Background: an optimization exercise with open tools, aiming at small area. Do not read the settings as production practice.
The RTL was checked by simulation tests, not by an equivalence proof against the original design.
No run shown here takes its clock network from TritonCTS; it comes from the design's own scripts or RTL.
The clock input has no modelled driver; a real chip could not lean on it and would need a root buffer or a full tree.
No activity file was given, so power comes from the tool's default toggle rates.

==> flow/design.v <==
module flashcart (
    input  wire        clk,
    input  wire        rst,           
    input  wire        req_valid,
    output wire        req_ready,
    input  wire        req_ev,        
    input  wire [2:0]  req_code,      
    input  wire [1:0]  req_win,       
    input  wire        req_we,        
    input  wire [12:0] req_off,
    input  wire [7:0]  req_data,
    input  wire        cfg_fj,        
    input  wire        cfg_bj,
    input  wire        cfg_cp,
    output wire        rsp_valid,
    output wire [7:0]  rsp_data,
    output wire        rsp_ok,        
    output wire        rsp_fwd,       
    output wire        rsp_map,       
    output wire [1:0]  rsp_ge,
    output wire [3:0]  rsp_bank,
    output wire [3:0]  rsp_flags,     
    output wire        rsp_bsel,      
    output wire        rsp_cpchg,     
    output wire        fl_en,
    output wire        fl_we,
    output wire [16:0] fl_addr,
    output wire [7:0]  fl_wdata,
    input  wire [7:0]  fl_rdata,
    output wire        ram_en,
    output wire        ram_we,
    output wire [14:0] ram_addr,
    output wire [7:0]  ram_wdata,
    input  wire [7:0]  ram_rdata
);
    localparam [3:0] F_READ          = 4'b0000,
                     F_UNLOCK1       = 4'b0001,
                     F_UNLOCK2       = 4'b0010,
                     F_AUTOSELECT    = 4'b0011,
                     F_PROGRAM       = 4'b0100,
                     F_ERASE_SETUP   = 4'b0101,
                     F_ERASE_UNLOCK1 = 4'b0110,
                     F_ERASE_UNLOCK2 = 4'b0111;
    reg        fj, bj, cp_dev;
    reg        att;
    reg        active;
    reg [3:0]  bank;
    reg        allow_bank, no_freeze;
    reg        export_ram;
    reg [3:0]  fstate;
    reg        ph;             
    reg [2:0]  ehi;            
    reg [13:0] els;            
    localparam [13:0] EPOL = 14'h2AAA;
    wire [13:0] elo = els ^ EPOL;
    wire cpe         = !fj && fstate[0];
    wire reu_mapping = !fj && fstate[1];
    wire wol         = fstate[2];         
    wire f_auto      = fj && (fstate == F_AUTOSELECT);
    wire f_perr  = (fstate[3:2] == 2'b10);
    wire er      = (fstate[3:1] == 3'b111);
    wire chip    = fstate[0];
    wire [7:0]  o8  = req_off[7:0];
    wire [7:0]  d   = req_data;
    wire        io1 = (req_win == 2'd0);
    wire        io2 = (req_win == 2'd1);
    wire [12:0] bank_off = req_win[1] ? req_off : {4'b1111, req_win[0], o8};
    wire [16:0] fl_a     = {bank[3] ^ ~bj, bank[2:0], bank_off};
    wire is_reg   = io1 && (o8[7:1] == 7'd0);
    wire engaged  = io1 && att && cpe && cp_dev && (o8[7:4] == 4'd0);
    wire serviced = att && active && (io1 ? reu_mapping : (io2 && !reu_mapping));
    wire is_rom   = req_win[1] && att;
    wire mem_access  = !req_ev && !is_reg && !engaged && (serviced || is_rom);
    wire mem_read    = mem_access && !req_we;
    wire mem_write   = mem_access && req_we && (req_win != 2'd3);
    wire ram_write   = mem_write && export_ram;
    wire flash_store = mem_write && !export_ram && fj;
    wire [14:0] am  = fl_a[14:0];
    wire        u1  = (am == 15'h5555);
    wire        u2  = (am == 15'h2AAA);
    wire        dAA = (d == 8'hAA);
    wire        d55 = (d == 8'h55);
    wire        dF0 = (d == 8'hF0);
    reg  [3:0]  f_next;
    always @(*) begin
        f_next = F_READ;
        case (fstate)
            F_READ:
                if (u1 && dAA)                 f_next = F_UNLOCK1;
            F_UNLOCK1:
                if (u2 && d55)                 f_next = F_UNLOCK2;
            F_UNLOCK2:
                if (u1 && d == 8'h90)          f_next = F_AUTOSELECT;
                else if (u1 && d == 8'hA0)     f_next = F_PROGRAM;
                else if (u1 && d == 8'h80)     f_next = F_ERASE_SETUP;
            F_AUTOSELECT:
                if (u1 && dAA)                 f_next = F_UNLOCK1;
                else if (!dF0)                 f_next = F_AUTOSELECT;
            F_ERASE_SETUP:
                if (u1 && dAA)                 f_next = F_ERASE_UNLOCK1;
            F_ERASE_UNLOCK1:
                if (u2 && d55)                 f_next = F_ERASE_UNLOCK2;
            F_ERASE_UNLOCK2:
                if (u1 && d == 8'h10)          f_next = 4'b1111;
                else if (d == 8'h30)           f_next = 4'b1110;
            default:    
                if (!dF0)                      f_next = fstate;
        endcase
    end
    wire f_prog    = (fstate == F_PROGRAM);
    wire rd_ident  = f_auto && (o8 <= 8'h02);
    wire prog      = flash_store && f_prog;
    assign req_ready = ph;
    wire   acc       = req_valid && ph;
    wire   elo_z     = (elo[12:0] == 13'd0);
    wire   elo_fb    = elo[13] ^ elo[4] ^ elo[2] ^ elo[0] ^ elo_z;
    wire   elo_end   = elo_z && elo[13];
    wire   er_last   = elo_end && (!chip || ehi == 3'h7);
    wire   er_start  = flash_store && f_next[3] && f_next[2];
    assign rsp_valid = (acc && !er_start) || (er && er_last);
    wire [7:0] pgm_new = fl_rdata & d;
    wire       pgm_ok  = (pgm_new == d);
    wire fl_rd  = mem_read && !export_ram && !rd_ident && !f_perr;
    wire ram_rd = mem_read && export_ram;
    assign fl_en    = er || (req_valid && ((fl_rd && !ph) || prog));
    assign fl_we    = er || (ph && prog);
    assign fl_addr  = {fl_a[16:14] ^ ehi, elo | (fl_a[13:0] & {14{!er}})};
    assign fl_wdata = er ? 8'hFF : pgm_new;
    assign ram_en    = !er && req_valid && ((ram_rd && !ph) || (ram_write && ph));
    assign ram_we    = ram_write;
    assign ram_addr  = {(req_win[1] || allow_bank) ? bank[1:0] : 2'b00, bank_off};
    assign ram_wdata = d;
    wire       reg_ok = att && active;
    wire [7:0] status = {bank[2], reu_mapping, bank[3], bank[1:0], 1'b0,
                         allow_bank, fj};
    wire [7:0] fstat  = {~fstate[1], fstate[0], 1'b1, 5'd0};
    wire t_fa   = req_ev && (!att || !no_freeze);
    wire t_reg  = !req_ev && is_reg && reg_ok;
    wire fl_spc = mem_read && !export_ram;
    wire t_st   = fl_spc && f_perr;
    wire t_id   = fl_spc && f_auto;
    assign rsp_data = ({8{ram_rd}} & ram_rdata) | ({8{fl_rd}} & fl_rdata) |
                      ({8{t_reg}} & status) | ({8{t_st}} & fstat) |
                      {2'b00, t_id && o8 == 8'h01, 4'b0000,
                       (t_id && o8 == 8'h00) || t_fa};
    assign rsp_ok   = !req_win[1] && (is_reg ? reg_ok : mem_read);
    wire reg_wr    = !req_ev && is_reg && reg_ok && req_we;
    wire ev_attach = (req_code == 3'd0) && !att;
    wire ev_reset  = (req_code == 3'd1) && att;
    wire ev_freeze = ((req_code == 3'd2) || (req_code == 3'd3 && !no_freeze)) &&
                     att && !fj;
    assign rsp_fwd   = !er && !req_ev && !is_reg && engaged;
    assign rsp_map   = !er && (req_ev ? (ev_attach || ev_reset || ev_freeze)
                                      : (reg_wr && !o8[0]));
    assign rsp_bsel  = !er && reg_wr && o8[0] && fj;
    assign rsp_cpchg = !er && reg_wr && o8[0] && !fj && !wol && (cpe != d[0]);
    assign rsp_ge    = req_ev ? {req_code[1] || (req_code[0] ? fj : cfg_fj), req_code[1]}
                              : {d[1] && !(fj && d[0]), d[0] && !fj};
    assign rsp_bank  = req_ev ? ((req_code[1:0] == 2'b01) ? bank : 4'd0)
                              : {o8[0] && bj && !d[5], d[7], d[4], d[3]};
    assign rsp_flags = req_ev ? {req_code[1], 1'b0, 1'b1, 1'b0}
                              : {d[5], d[6], 1'b0, 1'b1};
    wire a_ev  = acc && req_ev;
    wire a_att = a_ev && ev_attach;
    wire a_rst = a_ev && ev_reset;
    wire a_frz = a_ev && (req_code[2:1] == 2'b01) && ev_freeze;
    wire a_det = a_ev && (req_code == 3'd5);
    wire a_wr  = acc && reg_wr;
    wire a_r0  = a_wr && !o8[0];
    wire a_r1f = a_wr && o8[0] && fj;
    wire a_r1n = a_wr && o8[0] && !fj && !wol;
    wire a_r1  = a_r1f || a_r1n;
    wire a_tog = acc && t_st;
    wire a_fs  = acc && flash_store;
    wire a_bk  = a_r0 || a_r1;
    always @(posedge clk) begin
        ph  <= req_valid && !er && !ph;
        els <= er ? ({elo[12:0], elo_fb} ^ EPOL) : EPOL;
        ehi <= (er && chip) ? (elo_end ? ehi + 3'd1 : ehi) : 3'd0;
        att <= !rst && (a_att || (att && !a_det));
        if (!att) begin
            fj     <= cfg_fj;
            bj     <= cfg_bj;
            cp_dev <= cfg_cp;
        end
        active      <= a_att || a_rst || a_frz ||
                       (active && !(a_r0 && d[2]));
        no_freeze   <= (a_r1 && d[2]) || (no_freeze && !(a_att || a_r1));
        allow_bank  <= (a_r1 && d[1]) || (allow_bank && !(a_att || a_r1));
        export_ram  <= a_frz || (a_r0 && d[5]) ||
                       (export_ram && !(a_att || a_rst || a_r0));
        bank[2:0]   <= ({3{a_bk}} & {d[7], d[4], d[3]}) |
                       ({3{!(a_att || a_bk)}} & bank[2:0]);
        bank[3]     <= (a_r1f && bj && !d[5]) || (bank[3] && !(a_att || a_bk));
        if (a_att || (a_rst && fj) || (er && er_last))
            fstate <= F_READ;
        else if (a_rst)
            fstate[2] <= 1'b0;                   
        else if (a_r1n)
            fstate[2:0] <= {1'b1, d[6], d[0]};   
        else if (a_fs)
            fstate <= f_prog ? (pgm_ok ? F_READ : {2'b10, d[7], 1'b0}) : f_next;
        else if (a_tog)
            fstate[0] <= ~fstate[0];
        if (rst) fstate[1] <= 1'b0;
    end
endmodule
==> flow/flow/run.sh <==
#!/bin/bash
# ORFS layout as standard.sh runs it, with these changes:
#  - synthesis (flow/synth.tcl, the standard synthesis script) maps the
#    logic with area-oriented ABC scripts instead of ORFS's speed script:
#    it is run once with each script in flow/abc/ and the netlist with the
#    smallest cell area is kept (registers are mapped before ABC runs, so
#    every run has the same registers);
#  - the buffers ABC inserts are removed at floorplan;
#  - the port buffers are the smallest buffer, buf_1;
#  - the clock tree is one level of clock buffers (flow/cts_hook.tcl).
set -euo pipefail
STAT=$PWD/orfs/reports/$FLOW_PLATFORM/flashcart/base/synth_stat.txt
best=""
best_area=""
for s in "$PWD"/flow/abc/*.script; do
  name=$(basename "$s" .script)
  bash standard.sh clean_synth > "clean_$name.log" 2>&1 || true
  if FLOW_ABC_SCRIPT=$s bash standard.sh SYNTH_SCRIPT=$PWD/flow/synth.tcl synth \
       > "synth_$name.log" 2>&1; then
    area=$(grep -oE "Chip area for module .*: [0-9.]+" "$STAT" | awk '{print $NF}')
    echo "$name $area" >> synth_areas.txt
    if [[ -z "$best" ]] || awk -v a="$area" -v b="$best_area" 'BEGIN{exit !(a < b)}'; then
      best=$s
      best_area=$area
    fi
  fi
done
echo "best: $best $best_area" >> synth_areas.txt
bash standard.sh clean_synth > clean_best.log 2>&1 || true
FLOW_ABC_SCRIPT=$best bash standard.sh SYNTH_SCRIPT=$PWD/flow/synth.tcl synth > synth.log 2>&1
bash standard.sh \
  BUFFER_PORTS_ARGS="-buffer_cell sky130_fd_sc_hd__buf_1" \
  REMOVE_ABC_BUFFERS=1 \
  CLK_KX=3 CLK_KY=1 CLK_CELL=sky130_fd_sc_hd__clkbuf_8 PRE_CTS_TCL=$PWD/flow/cts_hook.tcl \
  finish > layout.log 2>&1
==> flow/flow/abc/a.script <==
&get -n
&st
&dch
&nf -a -R 1000
&st
&syn2
&if -g -K 6
&synch2
&nf -a -R 1000
&st
&dch
&nf -a -R 1000
&put
topo
==> flow/flow/abc/g4s2.script <==
strash
&get -n
&st
&dch -f
&nf -R 1000 -F 8 -A 4 -C 32
&st
&syn2
&dch -f
&nf -R 1000 -F 8 -A 4 -C 32
&st
&syn2
&dch -f
&nf -R 1000 -F 8 -A 4 -C 32
&st
&syn2
&dch -f
&nf -R 1000 -F 8 -A 4 -C 32
&put
topo
==> flow/flow/abc/g4s3E.script <==
strash
&get -n
&st
&dch -f
&nf -R 1000 -F 8 -A 4 -C 32 -E 20
&st
&syn3
&dch -f
&nf -R 1000 -F 8 -A 4 -C 32 -E 20
&st
&syn3
&dch -f
&nf -R 1000 -F 8 -A 4 -C 32 -E 20
&st
&syn3
&dch -f
&nf -R 1000 -F 8 -A 4 -C 32 -E 20
&put
topo
==> flow/flow/abc/g4s4.script <==
strash
&get -n
&st
&dch -f
&nf -R 1000 -F 8 -A 4 -C 32
&st
&syn4
&dch -f
&nf -R 1000 -F 8 -A 4 -C 32
&st
&syn4
&dch -f
&nf -R 1000 -F 8 -A 4 -C 32
&st
&syn4
&dch -f
&nf -R 1000 -F 8 -A 4 -C 32
&put
topo
==> flow/flow/abc/g6s3.script <==
strash
&get -n
&st
&dch -f
&nf -R 1000 -F 8 -A 4 -C 32
&st
&syn3
&dch -f
&nf -R 1000 -F 8 -A 4 -C 32
&st
&syn3
&dch -f
&nf -R 1000 -F 8 -A 4 -C 32
&st
&syn3
&dch -f
&nf -R 1000 -F 8 -A 4 -C 32
&st
&syn3
&dch -f
&nf -R 1000 -F 8 -A 4 -C 32
&st
&syn3
&dch -f
&nf -R 1000 -F 8 -A 4 -C 32
&put
topo
==> flow/flow/abc/r2.script <==
strash
&get -n
&st
&dch -f
&nf -R 1000 -F 8 -A 4 -C 32
&st
&syn2
&dch -f
&nf -R 1000 -F 8 -A 4 -C 32
&st
&syn3
&dch -f
&nf -R 1000 -F 8 -A 4 -C 32
&put
topo
==> flow/flow/abc/r2e.script <==
strash
&get -n
&st
&dch -f
&nf -R 1000 -F 8 -A 4 -C 32 -E 10
&st
&syn2
&dch -f
&nf -R 1000 -F 8 -A 4 -C 32 -E 10
&st
&syn3
&dch -f
&nf -R 1000 -F 8 -A 4 -C 32 -E 10
&put
topo
==> flow/flow/abc/r3.script <==
strash
&get -n
&st
&dch -f
&nf -R 1000 -F 8 -A 4 -C 32
&st
&syn2
&dch -f
&nf -R 1000 -F 8 -A 4 -C 32
&st
&syn3
&dch -f
&nf -R 1000 -F 8 -A 4 -C 32
&st
&syn3
&dch -f
&nf -R 1000 -F 8 -A 4 -C 32
&st
&syn3
&dch -f
&nf -R 1000 -F 8 -A 4 -C 32
&put
topo
==> flow/flow/cts_hook.tcl <==
# PRE_CTS hook: a one-level clock tree. The design has a few dozen
# flip-flops, so TritonCTS's H-tree (a root buffer and four leaf buffers)
# is replaced by CLK_KX x CLK_KY leaf buffers (CLK_CELL) driven by the
# clock port: the flip-flops are split into CLK_KX columns by x and each
# column into CLK_KY groups by y; each group gets a buffer placed at its
# centre. The rest of ORFS's CTS step (legalisation, timing repair) runs
# unchanged.
proc clock_tree_synthesis {args} {
  set kx $::env(CLK_KX)
  set ky $::env(CLK_KY)
  set block [ord::get_db_block]
  set master [[ord::get_db] findMaster $::env(CLK_CELL)]
  set clk [[$block findBTerm clk] getNet]
  set sinks {}
  foreach it [$clk getITerms] {
    set loc [[$it getInst] getLocation]
    lappend sinks [list [lindex $loc 0] [lindex $loc 1] $it]
  }
  set sinks [lsort -integer -index 0 $sinks]
  set n [llength $sinks]
  set g 0
  for {set i 0} {$i < $kx} {incr i} {
    set col [lrange $sinks [expr {($i * $n) / $kx}] [expr {(($i + 1) * $n) / $kx - 1}]]
    set col [lsort -integer -index 1 $col]
    set nc [llength $col]
    for {set j 0} {$j < $ky} {incr j} {
      set grp [lrange $col [expr {($j * $nc) / $ky}] [expr {(($j + 1) * $nc) / $ky - 1}]]
      set net [odb::dbNet_create $block clknet_leaf_$g]
      $net setSigType CLOCK
      set inst [odb::dbInst_create $block $master clkbuf_leaf_$g]
      set sx 0; set sy 0
      foreach s $grp {
        set sx [expr {$sx + [lindex $s 0]}]
        set sy [expr {$sy + [lindex $s 1]}]
        set it [lindex $s 2]
        $it disconnect
        $it connect $net
      }
      set m [llength $grp]
      [$inst findITerm A] connect $clk
      [$inst findITerm X] connect $net
      $inst setLocation [expr {$sx / $m}] [expr {$sy / $m}]
      $inst setPlacementStatus PLACED
      puts "clock tree: clkbuf_leaf_$g drives $m clock sinks"
      incr g
    }
  }
}
==> flow/flow/synth.tcl <==
# synth_recipe.tcl (the standard synthesis) with one change: ABC maps the
# logic with flow/abc_area.script instead of ORFS's speed script.
proc synth {args} { yosys synth -nofsm -noshare {*}$args }
proc abc {args} {
  set i [lsearch $args -script]
  if {$i >= 0} { lset args [expr {$i+1}] $::env(FLOW_ABC_SCRIPT) }
  yosys abc {*}$args
}
source $::env(SCRIPTS_DIR)/synth.tcl
# left out here: clear keep_hierarchy, flatten, clean up, hide names made inside functions, write 1_2_yosys.v
==> flow/standard.sh <==
#!/bin/bash
# synth_recipe.tcl (not shown) runs the flow's synth.tcl, then flattens the netlist and writes it again
# the make line also repeats each setting of config.mk as NAME=value (left out here)
make -C /OpenROAD-flow-scripts/flow DESIGN_CONFIG=/design/flow/config.mk WORK_HOME=/design/flow/orfs CLKGATE_MAP_FILE= SYNTH_SCRIPT=/design/flow/synth_recipe.tcl "${@:-finish}"
==> flow/config.mk <==
export PLATFORM = sky130hd
export DESIGN_NAME = flashcart
export DESIGN_NICKNAME = flashcart
export VERILOG_FILES = /design/flow/design.v
export SDC_FILE = /design/flow/constraint.sdc
export NUM_CORES = 4
export LEC_CHECK = 0
export CAP_MARGIN = 0
export CORE_MARGIN = 2
export CORE_UTILIZATION = 45
export GPL_TIMING_DRIVEN = 0
export SLEW_MARGIN = 0
==> flow/constraint.sdc <==
create_clock -name core_clock -period 5.0 [get_ports {clk}]
set_input_delay 1.0000 -clock core_clock [delete_from_list [all_inputs] [get_ports {clk}]]
set_output_delay 1.0000 -clock core_clock [all_outputs]
set_load 0.01 [all_outputs]
==> results_dict.tcl, run 1 <==
set metrics [dict create \
    grt_pass1_wl_um 14590 \
    post-route-period-util 0.9386 \
    grt.overflow.total 0 \
    clkTransAtPathRegs_ns 0.08 \
    routed_wl_um 9220 \
    areaGrowthSynthToFinish_pct 17.91 \
    p_leak_nw 1.063 \
    vias 3070 \
    portBuffers 126 \
    critPathMaxStageDelay_ns 0.65 \
    grt_pass1_vias 2788 \
    critPathMostFrequentCell "buf_1" \
    tightest_slew_ns 1.317 \
    synth-seq-cells 34 \
    insertedDiodeCount 0 \
    antenna_found_initial 0 \
    synth.most_common_cell "nand2_1" \
    hold_depth 1 \
    via_per_inst 5.771 \
    die_y_um 78.44 \
    netlist_instances 353 \
    max-vdd-ir-drop_mv 0.2269 \
    drcViolationCount 0 \
    synth_area_leaders "dfxtp_1 25%, nand2_1 10%, buf_4 6.6%" \
    slew_headroom 0.1197 \
    crit_path_end_kind "output port" \
    ios 127 \
    seq_area_frac_synth 0.2850 \
    worstSetupPathType "input port to output port" \
    drtAntennaViolNets 0 \
    ys_warn_count 1 \
    rr_worst_depth 8 \
    drtPass1Iterations 5 \
    clock_latency_ns 0.14 \
    track_usage 0.2949 \
    setup_viol 0 \
    rsz0062_at_grt "no" \
    synth_edf_count 3 \
    synth_largest_area_cell "dfxtp_1" \
    max_freq_mhz 213.1 \
    synth_common_cells "68 x nand2_1, 35 x nor2_1, 31 x dfxtp_1" \
    start_util 0.4585 \
    drt_iter0_markers 285 \
    status "timing/DRC/antenna clean" \
    synthDistinctLibCells 47 \
    final_util 0.5406 \
    fp.dieArea_um2 6153 \
    critical-path-slowest-cell "nor2_1" \
    postCtsSetupBuffers 0 \
    clock-skew-final_ns 0.006735 \
    crit_fanout 10 \
    path_cells "buf_1 -> or4_1 -> nor4_1 -> nand3_1 -> nor2_1 -> a222oi_1 -> o21ai_0 -> buf_1" \
    grt_max_degree 32 \
    gp_congestion 0.9848 \
    critPathArrivalTime_ns 3.69 \
    avgSynthCellArea_um2 7.064 \
    rows 27 \
    async_reset_ff_frac 0 \
    setup_tns_ns 0 \
    core-area_um2 5439 \
    start_kind "input port" \
    netlist_area_um2 2494 \
    synthFlopType "dfxtp_1" \
    crit_required_ns 4.00 \
    die_x_um 78.44 \
    drv_slew 0 \
    pre_cts_ws_ns 0.1761 \
    drive_gt1_frac 0.01087 \
    worst_slack_ns 0.3072 \
    synth_top_area_frac 0.2489 \
    hold_path_class "flop to flop" \
    nets 514 \
    dp_hpwl_um 7109 \
    wl_per_cell_um 17.33 \
    finalCriticalPeriod_ns 4.693 \
    powerDensity_nw_per_um2 176.1 \
    drv_cap 0 \
    hold_viol_final 0 \
]
-- cell usage in the layout (no fill, tap or decap), types with 6 or more instances in the layout --
cell	count
buf_1	125
nand2_1	68
nor2_1	35
dfxtp_1	31
a21oi_1	22
o21ai_0	21
clkinv_1	18
nand3_1	13
nor4_1	12
nand4_1	9
a21o_1	7
nor3_1	7
nand2b_1	6
a222oi_1	6
-- worst max-delay path: cells and delay by family --
kind            cells  cell delay, ns
buf+inv             2            0.34
compound gates      2            0.46
simple gates        4            1.88
-- through the flow --
stage                     hold WS, ns  power [mW]  instance area (um2)  instances
after global routing           0.4395      0.5396                 2940        532
after CTS                      0.4000      0.4880                 2939        532
after floorplan                0.3709      0.3290                 2328        331
after global placement         0.3976      0.3921                 2892        529
final                          0.4167      0.5179                 2940        532
after detailed placement       0.3958      0.3922                 2898        529
-- final cells by class --
type	instances	area (um2)
inverters	18	67.56
repair buffers	126	474.2
flip-flops and latches	34	710.7
fillers	602	2499
well taps	72	90.09
plain buffers	3	41.29
multi-input cells	279	1556
-- state kept, by name (all words and copies together) (netlist names) --
name and flops:
allow_bank 1, bj 1, fj 1, ph 1, active 1, ehi 3, cp_dev 1, bank 4
att 1, no_freeze 1, els 14, export_ram 1, fstate 4
-- worst paths after layout --
path	start	to	slack [ns]
setup / recovery	req_off[1]	rsp_data[7]	0.31
hold / removal	els[10]	els[11]	0.42
setup reg to reg	att	bank[1]	2.02
hold reg to reg	els[10]	els[11]	0.42
-- cell families (layout without fill, tap and decap cells) --
kind of cell | after synthesis | after routing | synth area share
muxes | 3 | 3 | 0.01204
and+or+nand+nor | 177 | 177 | 0.3372
DFF | 34 | 34 | 0.2850
buffers and inverters | 40 | 147 | 0.09333
xor gates and xnor gates | 9 | 9 | 0.03161
adders and majority gates | 2 | 2 | 0.01003
AOI/OAI and AO/OA | 88 | 88 | 0.2308
-- power breakdown --
part	leakage, nW	internal, mW	total, mW	switching (mW)
Combinational	0.759	0.0336	0.104	0.0704
Sequential	0.282	0.278	0.284	0.00534
Clock	0.0216	0.0551	0.130	0.0751
-- what timing repair did --
action                                  in CTS  in global routing
resized for setup                            0                  1
endpoints found under the setup margin       0                  4
hold buffers                                 0                  0
-- metal layers --
metal / global-route usage / part of all wire
met3: 0.02299 / 0.083
met2: 0.4767 / 0.46
met1: 0.4364 / 0.45
met4: 0.04561 / 0.011
met5: 0 / 0
==> inputs of run 2 (changes only) <==
--- a/flow/flow/synth.tcl
+++ b/flow/flow/synth.tcl
@@ -1,5 +1,6 @@
 # synth_recipe.tcl (the standard synthesis) with one change: ABC maps the
-# logic with flow/abc_area.script instead of ORFS's speed script.
+# logic with the script named by FLOW_ABC_SCRIPT (one of flow/abc/)
+# instead of ORFS's speed script.
 proc synth {args} { yosys synth -nofsm -noshare {*}$args }
 proc abc {args} {
   set i [lsearch $args -script]
==> run 2 against run 1 <==
Against the previous run: still clean on timing, DRC and antenna; clock power about the same; first-iteration DRC count did not move; cell area unchanged; clock skew unchanged; fmax did not move; global-route usage stayed put; critical endpoint unchanged; largest power group unchanged.
==> results_dict.tcl, run 2 <==
set metrics [dict create \
    status "timing/DRC/antenna clean" \
    worstSetupPathType "input port to output port" \
    core-area_um2 5439 \
    synth.most_common_cell "nand2_1" \
    synth_area_leaders "dfxtp_1 25%, nand2_1 10%, buf_4 6.6%" \
    setup_viol 0 \
    track_usage 0.2949 \
    clkTransAtPathRegs_ns 0.08 \
    top_register "els" \
    critical_path.startpoint "req_off[1]" \
    grt_max_degree 32 \
    setup_tns_ns 0 \
    via_per_inst 5.771 \
    drcViolationCount 0 \
    clock_latency_ns 0.14 \
    grt_pass1_wl_um 14590 \
    nets 514 \
    grt_pass1_vias 2788 \
    critPathArrivalTime_ns 3.69 \
    synthFlopType "dfxtp_1" \
    drv_cap 0 \
    wl_per_cell_um 17.33 \
    rsz0062_at_grt "no" \
    portBuffers 126 \
    drive_gt1_frac 0.01087 \
    crit_path_end_kind "output port" \
    synth_edf_count 3 \
    die_x_um 78.44 \
    max_freq_mhz 213.1 \
    placed_cells 529 \
    r2r_end "bank[1]" \
    ios 127 \
    hold_viol_final 0 \
    avgSynthCellArea_um2 7.064 \
    max-vdd-ir-drop_mv 0.2269 \
    async_reset_ff_frac 0 \
    drtAntennaViolNets 0 \
    synthDistinctLibCells 47 \
    rows 27 \
    reg_top3 "els: 14 flops, bank: 4 flops, fstate: 4 flops" \
    insertedDiodeCount 0 \
    tightest_slew_ns 1.317 \
    reg2reg_from "att" \
    drv_slew 0 \
    vias 3070 \
    whs_ns 0.4167 \
    final_common_cell "buf_1" \
    synth-seq-cells 34 \
    netlist_area_um2 2494 \
    dp_hpwl_um 7109 \
    die_y_um 78.44 \
    final_util 0.5406 \
    fillCellCount 602 \
    reg2reg_slack_ns 2.02 \
    powerDensity_nw_per_um2 176.1 \
    rr_worst_depth 8 \
    finalCriticalPeriod_ns 4.693 \
    synth_common_cells "68 x nand2_1, 35 x nor2_1, 31 x dfxtp_1" \
    seq_area_frac_synth 0.2850 \
    clock-skew-final_ns 0.006735 \
    hold_path_class "flop to flop" \
    critPathCapture "rsp_data[7]" \
    p_leak_nw 1.063 \
    antenna_found_initial 0 \
    grt.overflow.total 0 \
    slew_headroom 0.1197 \
    start_util 0.4585 \
    crit_fanout 10 \
    post-route-period-util 0.9386 \
    p_total_uw 517.9 \
    routed_wl_um 9220 \
    areaGrowthSynthToFinish_pct 17.91 \
    synth_top_area_frac 0.2489 \
    layout_common_cells "125 x buf_1, 68 x nand2_1, 35 x nor2_1, 31 x dfxtp_1, 22 x a21oi_1" \
    synth_largest_area_cell "dfxtp_1" \
    netlist_instances 353 \
    final_cells 532 \
    drt_iter0_markers 285 \
    largest_reg_flops 14 \
    ys_warn_count 1 \
    gp_congestion 0.9848 \
    start_kind "input port" \
    crit_required_ns 4.00 \
    postCtsSetupBuffers 0 \
    drtPass1Iterations 5 \
    fp.dieArea_um2 6153 \
]
run 2: cell counts in the layout (fill, tap and decap cells not counted):
No cell type changed its count.
run 2: layer usage:
metal  track usage  share of wire  wire [um]  vias up
met2        0.4767           0.46       4202      153
met5             0              0          0        -
met4       0.04561          0.011        106        0
li1              -              -          -     1493
met3       0.02299          0.083        769       10
met1        0.4364           0.45       4141     1414
run 2: power breakdown:
group	leakage (nW)	internal, mW	switching (mW)
sequential	0.282	0.278	0.00534
clock	0.0216	0.0551	0.0751
combinational	0.759	0.0336	0.0704
run 2: area by class of cell:
cell class	instances	area (um2)	share of cell area
Tap cell	72	90.09	0.03064
Buffer	3	41.29	0.01404
Inverter	18	67.56	0.02298
Sequential cell	34	710.7	0.2417
Multi-Input combinational cell	279	1556	0.5294
Timing Repair Buffer	126	474.2	0.1613
run 2: how the worst min path moves through the flow:
stage | endpoint | from | cells past startpoint | slack, ns
after floorplan | els[9] | els[8] | 1 | 0.37
after global placement | els[7] | els[6] | 1 | 0.40
after detailed placement | els[11] | els[10] | 1 | 0.40
after CTS | els[11] | els[10] | 1 | 0.40
after global routing | els[11] | els[10] | 1 | 0.44
final | els[11] | els[10] | 1 | 0.42
run 2: repair_timing:
item                                    in CTS  in global routing
resized for setup                            0                  1
endpoints found under the setup margin       0                  4
hold buffers                                 0                  0
run 2: per-stage QoR:
stage | setup slack [ns] | area (um2)
2_1_floorplan | 0.9323 | 2328
3_3_place_gp | -0.3263 | 2892
3_5_place_dp | 0.1761 | 2898
4_1_cts | 0.1720 | 2939
5_1_grt | 0.1677 | 2940
6_report | 0.3072 | 2940
run 2: logic make-up (layout without fill, tap and decap cells):
family / Yosys count / in the layout / share of synthesized area
and+or+nand+nor: 177 / 177 / 0.3372
AOI/OAI and AO/OA: 88 / 88 / 0.2308
buffers and inverters: 40 / 147 / 0.09333
DFF: 34 / 34 / 0.2850
xor gates and xnor gates: 9 / 9 / 0.03161
muxes: 3 / 3 / 0.01204
adders and majority gates: 2 / 2 / 0.01003
run 2: critical path: stages:
cell,delay [ns]
buf_1,0.16
or4_1,0.60
nor4_1,0.45
nand3_1,0.18
nor2_1,0.65
a222oi_1,0.27
o21ai_0,0.19
buf_1,0.18
==> inputs of run 3 (changes only) <==
==> flow/flow/abc/i3_sy4_e50.script (new file) <==
strash
&get -n
&st
&dch -f
&nf -R 1000 -F 8 -A 4 -C 32 -E 50
&st
&syn4
&dch -f
&nf -R 1000 -F 8 -A 4 -C 32 -E 50
&st
&syn4
&dch -f
&nf -R 1000 -F 8 -A 4 -C 32 -E 50
&put
topo
==> flow/flow/abc/i4_s2_e0.script (new file) <==
strash
&get -n
&st
&dch -f
&nf -R 1000 -F 8 -A 4 -C 32
&st
&syn2
&dch -f
&nf -R 1000 -F 8 -A 4 -C 32
&st
&syn2
&dch -f
&nf -R 1000 -F 8 -A 4 -C 32
&st
&syn2
&dch -f
&nf -R 1000 -F 8 -A 4 -C 32
&put
topo
==> flow/flow/abc/i4_s3_e20.script (new file) <==
strash
&get -n
&st
&dch -f
&nf -R 1000 -F 8 -A 4 -C 32 -E 20
&st
&syn3
&dch -f
&nf -R 1000 -F 8 -A 4 -C 32 -E 20
&st
&syn3
&dch -f
&nf -R 1000 -F 8 -A 4 -C 32 -E 20
&st
&syn3
&dch -f
&nf -R 1000 -F 8 -A 4 -C 32 -E 20
&put
topo
==> flow/flow/abc/i5_s3_e0.script (new file) <==
strash
&get -n
&st
&dch -f
&nf -R 1000 -F 8 -A 4 -C 32
&st
&syn3
&dch -f
&nf -R 1000 -F 8 -A 4 -C 32
&st
&syn3
&dch -f
&nf -R 1000 -F 8 -A 4 -C 32
&st
&syn3
&dch -f
&nf -R 1000 -F 8 -A 4 -C 32
&st
&syn3
&dch -f
&nf -R 1000 -F 8 -A 4 -C 32
&put
topo
==> flow/flow/abc/i5_s3_e20.script (new file) <==
strash
&get -n
&st
&dch -f
&nf -R 1000 -F 8 -A 4 -C 32 -E 20
&st
&syn3
&dch -f
&nf -R 1000 -F 8 -A 4 -C 32 -E 20
&st
&syn3
&dch -f
&nf -R 1000 -F 8 -A 4 -C 32 -E 20
&st
&syn3
&dch -f
&nf -R 1000 -F 8 -A 4 -C 32 -E 20
&st
&syn3
&dch -f
&nf -R 1000 -F 8 -A 4 -C 32 -E 20
&put
topo
==> flow/flow/abc/i6_e10.script (new file) <==
strash
&get -n
&st
&dch -f
&nf -R 1000 -F 8 -A 4 -C 32 -E 10
&st
&syn3
&dch -f
&nf -R 1000 -F 8 -A 4 -C 32 -E 10
&st
&syn3
&dch -f
&nf -R 1000 -F 8 -A 4 -C 32 -E 10
&st
&syn3
&dch -f
&nf -R 1000 -F 8 -A 4 -C 32 -E 10
&st
&syn3
&dch -f
&nf -R 1000 -F 8 -A 4 -C 32 -E 10
&st
&syn3
&dch -f
&nf -R 1000 -F 8 -A 4 -C 32 -E 10
&put
topo
==> flow/flow/abc/i6_s3_e20.script (new file) <==
strash
&get -n
&st
&dch -f
&nf -R 1000 -F 8 -A 4 -C 32 -E 20
&st
&syn3
&dch -f
&nf -R 1000 -F 8 -A 4 -C 32 -E 20
&st
&syn3
&dch -f
&nf -R 1000 -F 8 -A 4 -C 32 -E 20
&st
&syn3
&dch -f
&nf -R 1000 -F 8 -A 4 -C 32 -E 20
&st
&syn3
&dch -f
&nf -R 1000 -F 8 -A 4 -C 32 -E 20
&st
&syn3
&dch -f
&nf -R 1000 -F 8 -A 4 -C 32 -E 20
&put
topo
==> flow/flow/abc/i6_s3_e50.script (new file) <==
strash
&get -n
&st
&dch -f
&nf -R 1000 -F 8 -A 4 -C 32 -E 50
&st
&syn3
&dch -f
&nf -R 1000 -F 8 -A 4 -C 32 -E 50
&st
&syn3
&dch -f
&nf -R 1000 -F 8 -A 4 -C 32 -E 50
&st
&syn3
&dch -f
&nf -R 1000 -F 8 -A 4 -C 32 -E 50
&st
&syn3
&dch -f
&nf -R 1000 -F 8 -A 4 -C 32 -E 50
&st
&syn3
&dch -f
&nf -R 1000 -F 8 -A 4 -C 32 -E 50
&put
topo
removed: flow/flow/abc/a.script
removed: flow/flow/abc/g4s2.script
removed: flow/flow/abc/g4s3E.script
removed: flow/flow/abc/g4s4.script
removed: flow/flow/abc/g6s3.script
removed: flow/flow/abc/r2e.script
==> run 3 against run 2 <==
Against the previous run: fmax is 1.9% lower; via count is 0.52% higher; routed wire length is 1.5% lower; register-to-register slack worse by 0.09 ns; first-iteration DRC count is 2.8% lower; sequential power hardly changed; largest power group unchanged; clock power hardly changed.
==> results_dict.tcl, run 3 <==
set metrics [dict create \
    whs_ns 0.4150 \
    drtAntennaViolNets 0 \
    postCtsSetupBuffers 0 \
    worstSetupPathType "input port to output port" \
    drt_iter0_markers 277 \
    die_x_um 78.26 \
    crit_path_end_kind "output port" \
    drive_gt1_frac 0.01304 \
    reg2reg_slack_ns 1.93 \
    routed_wl_um 9086 \
    crit_fanout 12 \
    vias 3086 \
    synth_common_cells "63 x nand2_1, 38 x nor2_1, 31 x dfxtp_1" \
    nets 514 \
    netlist_area_um2 2481 \
    via_per_inst 5.801 \
    final_common_cell "buf_1" \
    grt.overflow.total 0 \
    layout_common_cells "125 x buf_1, 63 x nand2_1, 37 x nor2_1, 31 x dfxtp_1, 25 x clkinv_1" \
    grt_max_degree 32 \
    synth_top_area_frac 0.2501 \
    reg2reg_from "fstate[1]" \
    portBuffers 126 \
    synthMuxAreaShare 0.004034 \
    pre_cts_ws_ns 0.1989 \
    fillCellCount 619 \
    async_reset_ff_frac 0 \
    grt_pass1_vias 2607 \
    insertedDiodeCount 0 \
    avgSynthCellArea_um2 7.029 \
    final_util 0.5421 \
    areaGrowthSynthToFinish_pct 18.10 \
    grt_pass1_wl_um 13650 \
    synth_area_leaders "dfxtp_1 25%, nand2_1 9.5%, buf_4 6.7%" \
    rows 27 \
    synth_largest_area_cell "dfxtp_1" \
    largest_reg_flops 14 \
    synth_edf_count 3 \
    synthDistinctLibCells 48 \
    synth_compound_area_frac 0.2340 \
    core-area_um2 5405 \
    regArea_um2 710.7 \
    max_freq_mhz 209.1 \
    die_y_um 78.26 \
    hp-start "els[6]" \
    powerDensity_nw_per_um2 176.0 \
    placed_area_um2 2885 \
    setup_viol 0 \
    critical_path.startpoint "req_off[0]" \
    reg_top3 "els: 14 flops, bank: 4 flops, fstate: 4 flops" \
    synthAdderAreaFrac 0.01009 \
    hold_end "els[7]" \
    dp_hpwl_um 7091 \
    critPathArrivalTime_ns 3.78 \
    synth_xor_xnor_area_share 0.02824 \
    drv_slew 0 \
    status "timing/DRC/antenna clean" \
    hold_path_class "flop to flop" \
    synth-seq-cells 34 \
    fin_area_um2 2930 \
    drtPass1Iterations 7 \
    gp_congestion 0.9541 \
    r2r_end "fstate[1]" \
    clock_latency_ns 0.14 \
    synthFlopType "dfxtp_1" \
    ios 127 \
    max-vdd-ir-drop_mv 0.1973 \
    rsz0062_at_grt "no" \
    slew_headroom 0.2023 \
    clock-skew-final_ns 0.009310 \
    wl_per_cell_um 17.08 \
    synth-simple-area-share 0.3328 \
    antenna_found_initial 0 \
    fp.dieArea_um2 6124 \
    netlist_instances 353 \
    synth_top_family_by_area "simple AND/OR/NAND/NOR gates" \
    crit_required_ns 4.00 \
    hold_depth 1 \
    tightest_slew_ns 1.193 \
    hold_viol_final 0 \
    post-route-period-util 0.9563 \
    seq_area_frac_synth 0.2864 \
    track_usage 0.2786 \
    p_leak_nw 1.065 \
    drv_cap 0 \
    multiInputGateArea_um2 1520 \
    top_register "els" \
    clkTransAtPathRegs_ns 0.08 \
    start_util 0.4590 \
    rr_worst_depth 11 \
    start_kind "input port" \
    finalCriticalPeriod_ns 4.781 \
    drcViolationCount 0 \
    ys_warn_count 1 \
    worst_slack_ns 0.2185 \
    synth.most_common_cell "nand2_1" \
]
run 3: cell types whose count changed after synthesis, moves of 4 or more:
cell,previous run,this run
nor3_1,7,14
nand2_1,68,63
clkinv_1,18,25
nand3b_1,4,0
run 3: metal layers:
metal,global-route usage,wire (um),up-vias
met1,0.3949,4032,1408
li1,-,-,1487
met3,0.04598,822,13
met2,0.4629,4083,178
met5,0,0,-
met4,0.02632,148,0
run 3: worst max path at each step:
| stage | to | slack (ns) | depth (start not counted) |
|---|---|---|---|
| 6_report | rsp_valid | 0.22 | 11 |
| 5_1_grt | rsp_valid | 0.06 | 11 |
| 4_1_cts | rsp_valid | 0.19 | 12 |
| 3_5_place_dp | rsp_valid | 0.20 | 12 |
| 3_3_place_gp | rsp_data[7] | -0.20 | 11 |
| 2_1_floorplan | rsp_cpchg | 1.05 | 7 |
run 3: worst max-delay path, stage by stage:
cell and delay, ns:
buf_1 0.52, nand2_1 0.11, nor4_1 0.36, nand4_1 0.16
nor3_1 0.28, nand4_1 0.22, o41ai_1 0.48, nor2_1 0.11
a211oi_1 0.23, o21ai_0 0.14, buf_1 0.16
run 3: final cells by class:
cell class,instances,share of cell area
multi-input combinational,272,0.5188
sequential,34,0.2425
timing repair buffer,126,0.1618
inverter,25,0.03202
tap,72,0.03074
buffer,3,0.01409
run 3: logic make-up after synthesis:
logic type	count (synthesis)
AOI/OAI and AO/OA	86
DFF	34
xor gates and xnor gates	8
and+or+nand+nor	175
adders and majority gates	2
muxes	1
buffers and inverters	47
run 3: through the flow:
step | total power [mW] | std cells | setup TNS [ns]
global route | 0.5418 | 532 | 0
finish | 0.5156 | 532 | 0
detailed placement | 0.3921 | 529 | 0
floorplan | 0.3297 | 331 | 0
global placement | 0.3916 | 529 | -0.3223
CTS | 0.4879 | 532 | 0
run 3: report_power, final:
group / internal, mW / switching [mW]
combinational: 0.0336 / 0.0703
clock: 0.0550 / 0.0729
sequential: 0.279 / 0.00525
total: 0.367 / 0.149
run 3: repair_timing:
item	4_1_cts	5_1_grt
endpoints found under the hold margin	0	0
gates resized for setup	0	2
hold buffers	0	0
endpoints found under the setup margin	0	2
==> inputs of run 4 (changes only) <==
--- a/flow/design.v
+++ b/flow/design.v
@@ -49,7 +49,6 @@
     reg        export_ram;
     reg [3:0]  fstate;
     reg        ph;             
-    reg [2:0]  ehi;            
     reg [13:0] els;            
     localparam [13:0] EPOL = 14'h2AAA;
     wire [13:0] elo = els ^ EPOL;
@@ -115,7 +114,10 @@
     wire   elo_z     = (elo[12:0] == 13'd0);
     wire   elo_fb    = elo[13] ^ elo[4] ^ elo[2] ^ elo[0] ^ elo_z;
     wire   elo_end   = elo_z && elo[13];
-    wire   er_last   = elo_end && (!chip || ehi == 3'h7);
+    wire   sec_step  = er && chip && elo_end;
+    wire   sec_t1    = sec_step && !bank[1];                
+    wire   sec_t2    = sec_t1 && bank[0];                   
+    wire   er_last   = elo_end && (!chip || (!bank[1] && bank[0] && !fj));
     wire   er_start  = flash_store && f_next[3] && f_next[2];
     assign rsp_valid = (acc && !er_start) || (er && er_last);
     wire [7:0] pgm_new = fl_rdata & d;
@@ -124,7 +126,7 @@
     wire ram_rd = mem_read && export_ram;
     assign fl_en    = er || (req_valid && ((fl_rd && !ph) || prog));
     assign fl_we    = er || (ph && prog);
-    assign fl_addr  = {fl_a[16:14] ^ ehi, elo | (fl_a[13:0] & {14{!er}})};
+    assign fl_addr  = {fl_a[16:14], elo | (fl_a[13:0] & {14{!er}})};
     assign fl_wdata = er ? 8'hFF : pgm_new;
     assign ram_en    = !er && req_valid && ((ram_rd && !ph) || (ram_write && ph));
     assign ram_we    = ram_write;
@@ -176,12 +178,13 @@
     always @(posedge clk) begin
         ph  <= req_valid && !er && !ph;
         els <= er ? ({elo[12:0], elo_fb} ^ EPOL) : EPOL;
-        ehi <= (er && chip) ? (elo_end ? ehi + 3'd1 : ehi) : 3'd0;
         att <= !rst && (a_att || (att && !a_det));
         if (!att) begin
             fj     <= cfg_fj;
             bj     <= cfg_bj;
             cp_dev <= cfg_cp;
+        end else if (sec_t2) begin
+            fj     <= !fj;
         end
         active      <= a_att || a_rst || a_frz ||
                        (active && !(a_r0 && d[2]));
@@ -189,9 +192,11 @@
         allow_bank  <= (a_r1 && d[1]) || (allow_bank && !(a_att || a_r1));
         export_ram  <= a_frz || (a_r0 && d[5]) ||
                        (export_ram && !(a_att || a_rst || a_r0));
-        bank[2:0]   <= ({3{a_bk}} & {d[7], d[4], d[3]}) |
-                       ({3{!(a_att || a_bk)}} & bank[2:0]);
-        bank[3]     <= (a_r1f && bj && !d[5]) || (bank[3] && !(a_att || a_bk));
+        bank[2:0]   <= (({3{a_bk}} & {d[7], d[4], d[3]}) |
+                        ({3{!(a_att || a_bk)}} & bank[2:0])) ^
+                       {sec_t1, sec_step, sec_t1};
+        bank[3]     <= ((a_r1f && bj && !d[5]) ||
+                        (bank[3] && !(a_att || a_bk))) ^ sec_t2;
         if (a_att || (a_rst && fj) || (er && er_last))
             fstate <= F_READ;
         else if (a_rst)
==> run 4 against run 3 <==
Against the previous run: still clean; critical path depth rose by 2; global-route usage grew 0.92 points; core utilization grew 1.3 points; die area is 2.0% lower; final cell count is 0.38% lower; total power up 0.21%; register-to-register slack worse by 0.06 ns; combinational power rose by 19%; fmax is 0.98% higher; cell area is 2.0% lower; sequential share of layout area fell by 1.6 points.
==> results_dict.tcl, run 4 <==
set metrics [dict create \
    core-area_um2 5172 \
    synth_edf_count 3 \
    fillCellCount 554 \
    crit_path_end_kind "output port" \
    dp_hpwl_um 7068 \
    setup_tns_ns 0 \
    p_leak_nw 1.007 \
    die_x_um 77.48 \
    synth.most_common_cell "nand2_1" \
    drive_gt1_frac 0.01522 \
    worstSetupPathType "input port to output port" \
    hold_end "els[13]" \
    setup_viol 0 \
    postCtsSetupBuffers 0 \
    grt_pass1_wl_um 14070 \
    start_kind "input port" \
    drtPass1Iterations 6 \
    track_usage 0.2878 \
    synthFlopType "dfxtp_1" \
    gp_congestion 0.9157 \
    ios 127 \
    grt_max_degree 32 \
    reg2reg_slack_ns 1.87 \
    areaGrowthSynthToFinish_pct 18.23 \
    antenna_found_initial 0 \
    synthDistinctLibCells 47 \
    netlist_area_um2 2430 \
    critical_path.startpoint "req_win[1]" \
    drtAntennaViolNets 0 \
    synth_largest_area_cell "dfxtp_1" \
    die_y_um 77.48 \
    via_per_inst 5.719 \
    drcViolationCount 0 \
    clkTransAtPathRegs_ns 0.07 \
    grt.overflow.total 0 \
    max_freq_mhz 211.2 \
    insertedDiodeCount 0 \
    fp.dieArea_um2 6003 \
    drv_slew 0 \
    rsz0062_at_grt "no" \
    regArea_um2 650.6 \
    slew_headroom 0.2200 \
    r2r_end "fstate[0]" \
    hold_depth 1 \
    drt_iter0_markers 340 \
    vias 3031 \
    crit_required_ns 4.00 \
    rr_worst_depth 12 \
    rows 26 \
    layout_common_cells "126 x buf_1, 72 x nand2_1, 40 x nor2_1, 28 x dfxtp_1, 20 x clkinv_1" \
    seq_area_frac_synth 0.2678 \
    post-route-period-util 0.9470 \
    clock-skew-final_ns 0.005546 \
    synth_common_cells "72 x nand2_1, 40 x nor2_1, 28 x dfxtp_1" \
    crit_fanout 10 \
    nets 512 \
    synth-seq-cells 31 \
    grt_pass1_vias 2777 \
    portBuffers 126 \
    wl_per_cell_um 16.79 \
    drv_cap 0 \
    routed_wl_um 8897 \
    hold_path_class "flop to flop" \
    status "timing/DRC/antenna clean" \
    max-vdd-ir-drop_mv 0.2074 \
    whs_ns 0.4223 \
    reg_top3 "els: 14 flops, bank: 4 flops, fstate: 4 flops" \
    async_reset_ff_frac 0 \
    largest_reg_flops 14 \
    powerDensity_nw_per_um2 179.8 \
    final_common_cell "buf_1" \
    netlist_instances 355 \
    hold_viol_final 0 \
    tightest_slew_ns 1.167 \
    top_register "els" \
    ys_warn_count 1 \
    multiInputGateArea_um2 1545 \
    finalCriticalPeriod_ns 4.735 \
    avgSynthCellArea_um2 6.845 \
    synth_top_area_frac 0.2307 \
    final_cells 530 \
    hp-start "els[12]" \
    synth_area_leaders "dfxtp_1 23%, nand2_1 11%, buf_4 7.4%" \
    reg2reg_from "fj" \
    placed_cells 527 \
    start_util 0.4698 \
    critPathArrivalTime_ns 3.73 \
    p_total_uw 516.7 \
    clock_latency_ns 0.14 \
]
## run 4: changes by cell type after synthesis, sizes merged, moves of 4 or more
cell    before  now
nand2       63   72
clkinv      25   20
nor4        13    8
nor3        14   18
xnor2        3    7
## run 4: cell type report
type                    instances  area share
plain buffers                   3     0.01437
inverters                      20     0.02613
multi-input cells             280      0.5379
flip-flops and latches         31      0.2265
well taps                      70     0.03049
repair buffers                126      0.1646
## run 4: routing by layer
metal / wire length (um) / GRT usage
met5: 0 / 0
met2: 4210 / 0.4852
met1: 3836 / 0.4010
met3: 699 / 0.03721
met4: 151 / 0.04286
## run 4: cells by family (layout without fill, tap and decap cells)
logic type      count (synthesis)  after routing  synth area share
simple gates                  198            198            0.3898
compound gates                 72             72            0.2008
buf+inv                        44            149            0.1050
flops                          31             31            0.2678
xor+xnor                        9              9           0.03244
mux                             1              1          0.004120
## run 4: worst max path at each step
stage | end | slack, ns | cells past startpoint
after global placement | rsp_data[6] | 0.06 | 11
after CTS | rsp_data[6] | 0.01 | 11
final | rsp_valid | 0.27 | 13
after floorplan | rsp_valid | 0.98 | 10
after global routing | rsp_valid | 0.003 | 13
after detailed placement | rsp_data[6] | 0.06 | 11
## run 4: what timing repair did
| item | 4_1_cts | 5_1_grt |
|---|---|---|
| endpoints found under the hold margin | 0 | 0 |
| endpoints found under the setup margin | 0 | 10 |
| hold buffers | 0 | 0 |
| resized for setup | 0 | 3 |
## run 4: where the power goes
group / switching [mW] / internal (mW) / leakage, nW
Clock: 0.0654 / 0.0548 / 0.0216
Combinational: 0.0806 / 0.0435 / 0.727
Sequential: 0.0137 / 0.259 / 0.259
Total: 0.160 / 0.357 / 1.01
## run 4: through the flow
stage | setup slack, ns | util | instance area [um2]
finish | 0.2651 | 0.5554 | 2873
floorplan | 0.9757 | - | 2250
CTS | 0.01333 | 0.5513 | 2851
detailed placement | 0.05998 | 0.5433 | 2810
global placement | 0.06066 | 0.5433 | 2810
global route | 0.002515 | 0.5554 | 2873
## run 4: worst max-delay path: stages
cell and delay, ns:
buf_1 0.36, nor2_1 0.16, a21oi_2 0.25, nand4_1 0.14
nor4_2 0.44, nand3_1 0.15, nor4_1 0.47, nand4b_1 0.15
nand3_1 0.14, nor2_1 0.06, nor3_1 0.19, o21ai_0 0.09
buf_1 0.15
==> inputs of run 5 (changes only) <==
--- a/flow/design.v
+++ b/flow/design.v
@@ -35,11 +35,11 @@
 );
     localparam [3:0] F_READ          = 4'b0000,
                      F_UNLOCK1       = 4'b0001,
-                     F_UNLOCK2       = 4'b0010,
-                     F_AUTOSELECT    = 4'b0011,
-                     F_PROGRAM       = 4'b0100,
-                     F_ERASE_SETUP   = 4'b0101,
-                     F_ERASE_UNLOCK1 = 4'b0110,
+                     F_UNLOCK2       = 4'b0011,
+                     F_AUTOSELECT    = 4'b0010,
+                     F_PROGRAM       = 4'b0110,
+                     F_ERASE_SETUP   = 4'b0100,
+                     F_ERASE_UNLOCK1 = 4'b0101,
                      F_ERASE_UNLOCK2 = 4'b0111;
     reg        fj, bj, cp_dev;
     reg        att;
==> run 5 against run 4 <==
Against the previous run: worst hold slack worse by 0.016 ns; clock power up 5%; sequential power about the same; sequential share of layout area up 0.35 points; cell area down 1.5%; first-iteration DRC count up 47%; fmax up 3.7%; clock skew up 0.010 ns; routed wire length up 3.2%; final cell count down 0.94%; global-route usage up 0.77 points; critical path depth down 1; critical endpoint is now bank[0].
==> results_dict.tcl, run 5 <==
set metrics [dict create \
    max-vdd-ir-drop_mv 0.1641 \
    drv_cap 0 \
    hold_end "els[13]" \
    crit_required_ns 5.02 \
    clkTransAtPathRegs_ns 0.07 \
    start_kind "input port" \
    hold_viol_final 0 \
    reg2reg_from "att" \
    tightest_slew_ns 1.260 \
    p_leak_nw 0.9964 \
    largest_reg_flops 14 \
    synth_edf_count 3 \
    ys_warn_count 1 \
    netlist_instances 350 \
    reg_top3 "els: 14 flops, bank: 4 flops, fstate: 4 flops" \
    areaGrowthSynthToFinish_pct 17.58 \
    critical-path-slowest-cell "nor4_1" \
    synth_top_area_frac 0.2330 \
    drcViolationCount 0 \
    pre_cts_ws_ns 0.3247 \
    netlist_area_um2 2406 \
    multiInputGateArea_um2 1485 \
    crit_path_end_kind "flop" \
    critPathMaxStageDelay_ns 0.85 \
    critPathMostFrequentCell "nor2_1" \
    status "timing/DRC/antenna clean" \
    dp_hpwl_um 7082 \
    r2r_end "bank[0]" \
    grt.overflow.total 0 \
    nets 507 \
    finalCriticalPeriod_ns 4.564 \
    critPathArrivalTime_ns 4.58 \
    grt_pass1_wl_um 14300 \
    wl_per_cell_um 17.49 \
    synth_common_cells "70 x nand2_1, 34 x nor2_1, 28 x dfxtp_1" \
    drive_gt1_frac 0.008791 \
    start_util 0.4681 \
    max_freq_mhz 219.1 \
    fillCellCount 567 \
    routed_wl_um 9181 \
    drtAntennaViolNets 0 \
    grt_max_degree 32 \
    track_usage 0.2955 \
    ios 127 \
    fp.dieArea_um2 5947 \
    rows 26 \
    top_register "els" \
    synthFlopType "dfxtp_1" \
    gp_congestion 0.9222 \
    core-area_um2 5140 \
    clock_latency_ns 0.15 \
    final_common_cell "buf_1" \
    async_reset_ff_frac 0 \
    hp-start "els[12]" \
    synth_area_leaders "dfxtp_1 23%, nand2_1 11%, buf_4 7.5%" \
    clock-skew-final_ns 0.01589 \
    synth.most_common_cell "nand2_1" \
    synth-seq-cells 31 \
    worst_slack_ns 0.4357 \
    layout_common_cells "125 x buf_1, 70 x nand2_1, 34 x nor2_1, 28 x dfxtp_1, 24 x clkinv_1" \
    drv_slew 0 \
    setup_tns_ns 0 \
    crit_fanout 10 \
    synthDistinctLibCells 47 \
    vias 3113 \
    avgSynthCellArea_um2 6.874 \
    reg2reg_slack_ns 1.57 \
    slew_headroom 0.1576 \
    portBuffers 126 \
    path_cells "buf_1 -> nor4_1 -> nor2b_1 -> nand4_1 -> nor2_1 -> nand3_1 -> nor4_1 -> nor2_1 -> nand2_1 -> nor2_1 -> a21oi_1 -> xnor2_1" \
    hold_depth 1 \
    die_y_um 77.12 \
    die_x_um 77.12 \
    insertedDiodeCount 0 \
    worstSetupPathType "input port to flop" \
    drt_iter0_markers 500 \
    seq_area_frac_synth 0.2704 \
    setup_viol 0 \
    hold_path_class "flop to flop" \
    via_per_inst 5.930 \
    regArea_um2 650.6 \
    rsz0062_at_grt "no" \
    powerDensity_nw_per_um2 185.0 \
    antenna_found_initial 0 \
    grt_pass1_vias 2739 \
    postCtsSetupBuffers 0 \
    post-route-period-util 0.9129 \
    rr_worst_depth 9 \
    drtPass1Iterations 6 \
    synth_largest_area_cell "dfxtp_1" \
]
[run 5: timing repair]
item,CTS,global route
setup endpoints to repair,0,1
gates resized for setup,0,1
hold buffers,0,0
[run 5: how the worst max path moves through the flow]
stage / from / endpoint / slack [ns] / depth (start not counted)
detailed placement: req_win[1] / rsp_valid / 0.32 / 15
global placement: req_win[1] / rsp_valid / 0.32 / 15
floorplan: req_off[5] / rsp_data[6] / 1.27 / 9
finish: req_off[5] / bank[0] / 0.44 / 12
CTS: req_win[1] / rsp_valid / 0.33 / 15
global route: req_off[5] / bank[1] / 0.22 / 12
[run 5: kinds of logic (layout without fill, tap and decap cells)]
| kind of cell | after synthesis | in the layout | synth area share |
|---|---|---|---|
| AND/OR/NAND/NOR | 178 | 178 | 0.3474 |
| flip-flops | 31 | 31 | 0.2704 |
| XOR/XNOR | 8 | 8 | 0.02912 |
| AO/OA/AOI/OAI | 84 | 84 | 0.2366 |
| buffers and inverters | 48 | 153 | 0.1123 |
| multiplexers | 1 | 1 | 0.004160 |
[run 5: routing by layer]
metal	track usage	part of all wire	wire length, um
met5	0	0	0
met4	0.06964	0.026	240
met3	0.02471	0.10	931
met2	0.4591	0.44	4001
met1	0.4412	0.44	4007
[run 5: worst max-delay path: cells and delay by family]
kind                   cells  cell delay (ns)
AND/OR/NAND/NOR            9             3.17
XOR/XNOR                   1             0.09
AO/OA/AOI/OAI              1             0.15
buffers and inverters      1             0.14
[run 5: final cells by class]
cell class	count	share of cell area
Sequential cell	31	0.2300
Multi-Input combinational cell	271	0.5250
Timing Repair Buffer	126	0.1676
Buffer	3	0.01460
Tap cell	70	0.03096
Inverter	24	0.03184
[run 5: stage by stage]
stage | util | power [mW] | instances | hold WS [ns] | cell area, um2
after global routing | 0.5504 | 0.5451 | 525 | 0.4390 | 2829
after global placement | 0.5421 | 0.3993 | 522 | 0.3932 | 2786
after CTS | 0.5501 | 0.4914 | 525 | 0.3976 | 2828
final | 0.5504 | 0.5233 | 525 | 0.4067 | 2829
after floorplan | - | 0.3284 | 326 | 0.3656 | 2226
after detailed placement | 0.5421 | 0.3994 | 522 | 0.3981 | 2786
[run 5: report_power, final]
part	switching, mW	total (mW)	internal [mW]
Sequential	0.0146	0.273	0.259
Combinational	0.0808	0.124	0.0428
Clock	0.0715	0.126	0.0550
Total	0.167	0.523	0.356
==> inputs of run 6 (changes only) <==
--- a/flow/design.v
+++ b/flow/design.v
@@ -35,11 +35,11 @@
 );
     localparam [3:0] F_READ          = 4'b0000,
                      F_UNLOCK1       = 4'b0001,
-                     F_UNLOCK2       = 4'b0011,
-                     F_AUTOSELECT    = 4'b0010,
-                     F_PROGRAM       = 4'b0110,
-                     F_ERASE_SETUP   = 4'b0100,
-                     F_ERASE_UNLOCK1 = 4'b0101,
+                     F_UNLOCK2       = 4'b0010,
+                     F_AUTOSELECT    = 4'b0011,
+                     F_PROGRAM       = 4'b0100,
+                     F_ERASE_SETUP   = 4'b0101,
+                     F_ERASE_UNLOCK1 = 4'b0110,
                      F_ERASE_UNLOCK2 = 4'b0111;
     reg        fj, bj, cp_dev;
     reg        att;
--- a/flow/flow/run.sh
+++ b/flow/flow/run.sh
@@ -31,5 +31,5 @@
 bash standard.sh \
   BUFFER_PORTS_ARGS="-buffer_cell sky130_fd_sc_hd__buf_1" \
   REMOVE_ABC_BUFFERS=1 \
-  CLK_KX=3 CLK_KY=1 CLK_CELL=sky130_fd_sc_hd__clkbuf_8 PRE_CTS_TCL=$PWD/flow/cts_hook.tcl \
+  CLK_K=4 CLK_CELL=sky130_fd_sc_hd__clkbuf_4 PRE_CTS_TCL=$PWD/flow/cts_hook.tcl \
   finish > layout.log 2>&1
==> flow/flow/cts_hook.tcl (replaced) <==
# PRE_CTS hook: a one-level clock tree. The design has a few dozen
# flip-flops, so TritonCTS's H-tree (a root buffer and four leaf buffers)
# is replaced by CLK_K leaf buffers (CLK_CELL) driven by the clock port.
# The flip-flops are grouped by a few rounds of k-means on their
# locations; each group gets a buffer placed at its centre. The rest of
# ORFS's CTS step (legalisation, timing repair) runs unchanged.
proc clock_tree_synthesis {args} {
  set k $::env(CLK_K)
  set block [ord::get_db_block]
  set master [[ord::get_db] findMaster $::env(CLK_CELL)]
  set clk [[$block findBTerm clk] getNet]
  set sinks {}
  foreach it [$clk getITerms] {
    set loc [[$it getInst] getLocation]
    lappend sinks [list [lindex $loc 0] [lindex $loc 1] $it]
  }
  set n [llength $sinks]
  # initial centres: k evenly spaced sinks in x order
  set byx [lsort -integer -index 0 $sinks]
  set cx {}; set cy {}
  for {set g 0} {$g < $k} {incr g} {
    set s [lindex $byx [expr {(2 * $g + 1) * $n / (2 * $k)}]]
    lappend cx [lindex $s 0]; lappend cy [lindex $s 1]
  }
  for {set iter 0} {$iter < 20} {incr iter} {
    set sx [lrepeat $k 0]; set sy [lrepeat $k 0]; set sn [lrepeat $k 0]
    set asg {}
    foreach s $sinks {
      set best 0; set bd -1
      for {set g 0} {$g < $k} {incr g} {
        set dx [expr {[lindex $s 0] - [lindex $cx $g]}]
        set dy [expr {[lindex $s 1] - [lindex $cy $g]}]
        set dd [expr {abs($dx) + abs($dy)}]
        if {$bd < 0 || $dd < $bd} { set bd $dd; set best $g }
      }
      lappend asg $best
      lset sx $best [expr {[lindex $sx $best] + [lindex $s 0]}]
      lset sy $best [expr {[lindex $sy $best] + [lindex $s 1]}]
      lset sn $best [expr {[lindex $sn $best] + 1}]
    }
    for {set g 0} {$g < $k} {incr g} {
      if {[lindex $sn $g] > 0} {
        lset cx $g [expr {[lindex $sx $g] / [lindex $sn $g]}]
        lset cy $g [expr {[lindex $sy $g] / [lindex $sn $g]}]
      }
    }
  }
  for {set g 0} {$g < $k} {incr g} {
    if {[lindex $sn $g] == 0} { continue }
    set net [odb::dbNet_create $block clknet_leaf_$g]
    $net setSigType CLOCK
    set inst [odb::dbInst_create $block $master clkbuf_leaf_$g]
    [$inst findITerm A] connect $clk
    [$inst findITerm X] connect $net
    $inst setLocation [lindex $cx $g] [lindex $cy $g]
    $inst setPlacementStatus PLACED
    puts "clock tree: clkbuf_leaf_$g drives [lindex $sn $g] clock sinks"
  }
  foreach s $sinks g $asg {
    set it [lindex $s 2]
    $it disconnect
    $it connect [$block findNet clknet_leaf_$g]
  }
}
==> run 6 against run 5 <==
Against the previous run: combinational power about the same; setup slack got worse by 0.18 ns; clock power decreased by about 20%; still clean on timing, DRC and antenna.
==> results_dict.tcl, run 6 <==
set metrics [dict create \
    drt_iter0_markers 287 \
    insertedDiodeCount 0 \
    p_leak_nw 1.004 \
    clkTransAtPathRegs_ns 0.12 \
    fp.dieArea_um2 6003 \
    grt_use_met1 0.4010 \
    layout_common_cells "126 x buf_1, 72 x nand2_1, 40 x nor2_1, 28 x dfxtp_1, 20 x clkinv_1" \
    reg_top3 "els: 14 flops, bank: 4 flops, fstate: 4 flops" \
    cts_resized 0 \
    nets 513 \
    synth_edf_count 3 \
    status "timing/DRC/antenna clean" \
    vias 3021 \
    netlist_area_um2 2430 \
    critPathArrivalTime_ns 3.74 \
    cts_hold_buf 0 \
    routed_wl_um 8895 \
    seq_area_frac_synth 0.2678 \
    crit_path_end_kind "output port" \
    grt.overflow.total 0 \
    synth_largest_area_cell "dfxtp_1" \
    netlist_instances 355 \
    drive_gt1_frac 0.01735 \
    synthDistinctLibCells 47 \
    p_int_uw 340.5 \
    max_freq_mhz 210.8 \
    use_met3 0.03721 \
    rows 26 \
    powerDensity_nw_per_um2 174.1 \
    via_per_inst 5.689 \
    top_usage_layer "met2" \
    ys_warn_count 1 \
    drtAntennaViolNets 0 \
    antenna_found_initial 0 \
    dp_hpwl_um 7068 \
    hold_viol_final 0 \
    synth_common_cells "72 x nand2_1, 40 x nor2_1, 28 x dfxtp_1" \
    hold_path_class "flop to flop" \
    max-vdd-ir-drop_mv 0.1467 \
    finalCriticalPeriod_ns 4.745 \
    crit_fanout 10 \
    grt_pass1_vias 2788 \
    largest_reg_flops 14 \
    whs_ns 0.3798 \
    slew_headroom 0.2217 \
    core-area_um2 5172 \
    synth.most_common_cell "nand2_1" \
    synth_top_area_frac 0.2307 \
    ios 127 \
    switching_share 0.3165 \
    worstSetupPathType "input port to output port" \
    setup_tns_ns 0 \
    drtPass1Iterations 5 \
    crit_required_ns 4.00 \
    gp_congestion 0.9157 \
    post-route-period-util 0.9489 \
    async_reset_ff_frac 0 \
    clock_latency_ns 0.17 \
    wl_per_cell_um 16.75 \
    track_usage 0.2880 \
    synth_area_leaders "dfxtp_1 23%, nand2_1 11%, buf_4 7.4%" \
    p_sw_uw 157.6 \
    postCtsSetupBuffers 0 \
    areaGrowthSynthToFinish_pct 17.77 \
    power_frac_clock 0.204 \
    grt_use_met2 0.4826 \
    tightest_slew_ns 1.164 \
    p_seq_frac 0.547 \
    synth-seq-cells 31 \
    start_kind "input port" \
    p_total_uw 498.1 \
    synthFlopType "dfxtp_1" \
    drv_slew 0 \
    grt_max_degree 32 \
    p_comb_frac 0.249 \
    die_x_um 77.48 \
    drcViolationCount 0 \
    rsz0062_at_grt "no" \
    drv_cap 0 \
    grt_pass1_wl_um 14080 \
    top_register "els" \
    start_util 0.4698 \
    portBuffers 126 \
    setup_viol 0 \
    avgSynthCellArea_um2 6.845 \
    clock-skew-final_ns 0.04360 \
    die_y_um 77.48 \
    final_common_cell "buf_1" \
]
run 6: cell types whose count changed after synthesis, sizes merged, moves of 3 or more:
cell,change
o21ai,-5
nor2,+6
or3,-4
nor3b,+3
clkinv,-4
nor3,+5
run 6: path summary, 6_finish.rpt:
check | from | slack, ns | to | cells past startpoint
max | req_win[1] | 0.26 | rsp_valid | 13
min | els[12] | 0.38 | els[13] | 1
max reg2reg | fstate[1] | 1.87 | fj | 6
min reg2reg | els[12] | 0.38 | els[13] | 1
run 6: stage by stage:
step / cell area [um2] / cells / util / setup WS [ns]
finish: 2861 / 531 / 0.5532 / 0.2555
global route: 2861 / 531 / 0.5532 / 0.002529
CTS: 2840 / 531 / 0.5491 / 0.01333
detailed placement: 2810 / 527 / 0.5433 / 0.05998
global placement: 2810 / 527 / 0.5433 / 0.06066
floorplan: 2250 / 331 / - / 0.9757
run 6: metal layers:
layer,up-vias,wire [um]
met5,-,0
met3,17,629
met4,0,123
li1,1476,-
met2,122,4248
met1,1406,3894
run 6: kinds of logic after synthesis:
group | share of synthesized area
AO/OA/AOI/OAI | 0.2008
XOR/XNOR | 0.03244
buffers and inverters | 0.1050
flip-flops | 0.2678
multiplexers | 0.004120
AND/OR/NAND/NOR | 0.3898
run 6: critical path: stages:
cell,delay [ns]
buf_1,0.37
nor2_1,0.16
a21oi_2,0.25
nand4_1,0.14
nor4_2,0.44
nand3_1,0.15
nor4_1,0.46
nand4b_1,0.15
nand3_1,0.14
nor2_1,0.06
nor3_1,0.19
o21ai_0,0.09
buf_1,0.15
run 6: final cells by class:
cell class | instances | area [um2]
fill | 555 | 2311
multi-input combinational | 280 | 1545
sequential | 31 | 650.6
timing repair buffer | 126 | 473.0
tap | 70 | 87.58
inverter | 20 | 75.07
buffer | 4 | 30.03
run 6: power groups by stage:
stage / sequential [mW] / combinational [mW] / clock (mW)
after floorplan: 0.274 / 0.0548 / 0
after global placement: 0.277 / 0.121 / 0
after detailed placement: 0.278 / 0.122 / 0
after CTS: 0.278 / 0.122 / 0.0750
after global routing: 0.274 / 0.137 / 0.114
final: 0.273 / 0.124 / 0.101

[separate check: timing with driven ports]
In the flow no input, the clock included, has a driving cell. The finished layouts below were timed again as built, in two steps. Step 1 assumes that a clkbuf_16 drives the clock port and a buf_2 every other input. Step 2, shift: input delay + t, output delay - t, t = (earliest + latest rising clock arrival at the registers) / 2. This alone moves slack from input paths to output paths. Slacks: ideal ports / drivers / drivers and shift; pairs: ideal ports / drivers.
| run | t, ns | setup WS [ns] | worst setup path after step 2 | worst data-port slew with drivers (ns) |
|---|---|---|---|---|
| run 1 | 0.188 | 0.307 / 0.286 / 0.267 | input to register | 0.05 |
| run 2 | 0.188 | 0.307 / 0.286 / 0.267 | input to register | 0.05 |
| run 3 | 0.187 | 0.219 / 0.195 / 0.195 | input to output | 0.04 |
| run 4 | 0.181 | 0.265 / 0.240 / 0.240 | input to output | 0.04 |
| run 5 | 0.188 | 0.436 / 0.464 / 0.276 | input to register | 0.04 |
| run 6 | 0.200 | 0.255 / 0.230 / 0.230 | input to output | 0.04 |
After both steps setup and hold are still met in every run listed. For run 5, which loses most, drivers alone change the setup slack by +0.028 ns; drivers and shift together by -0.160 ns.
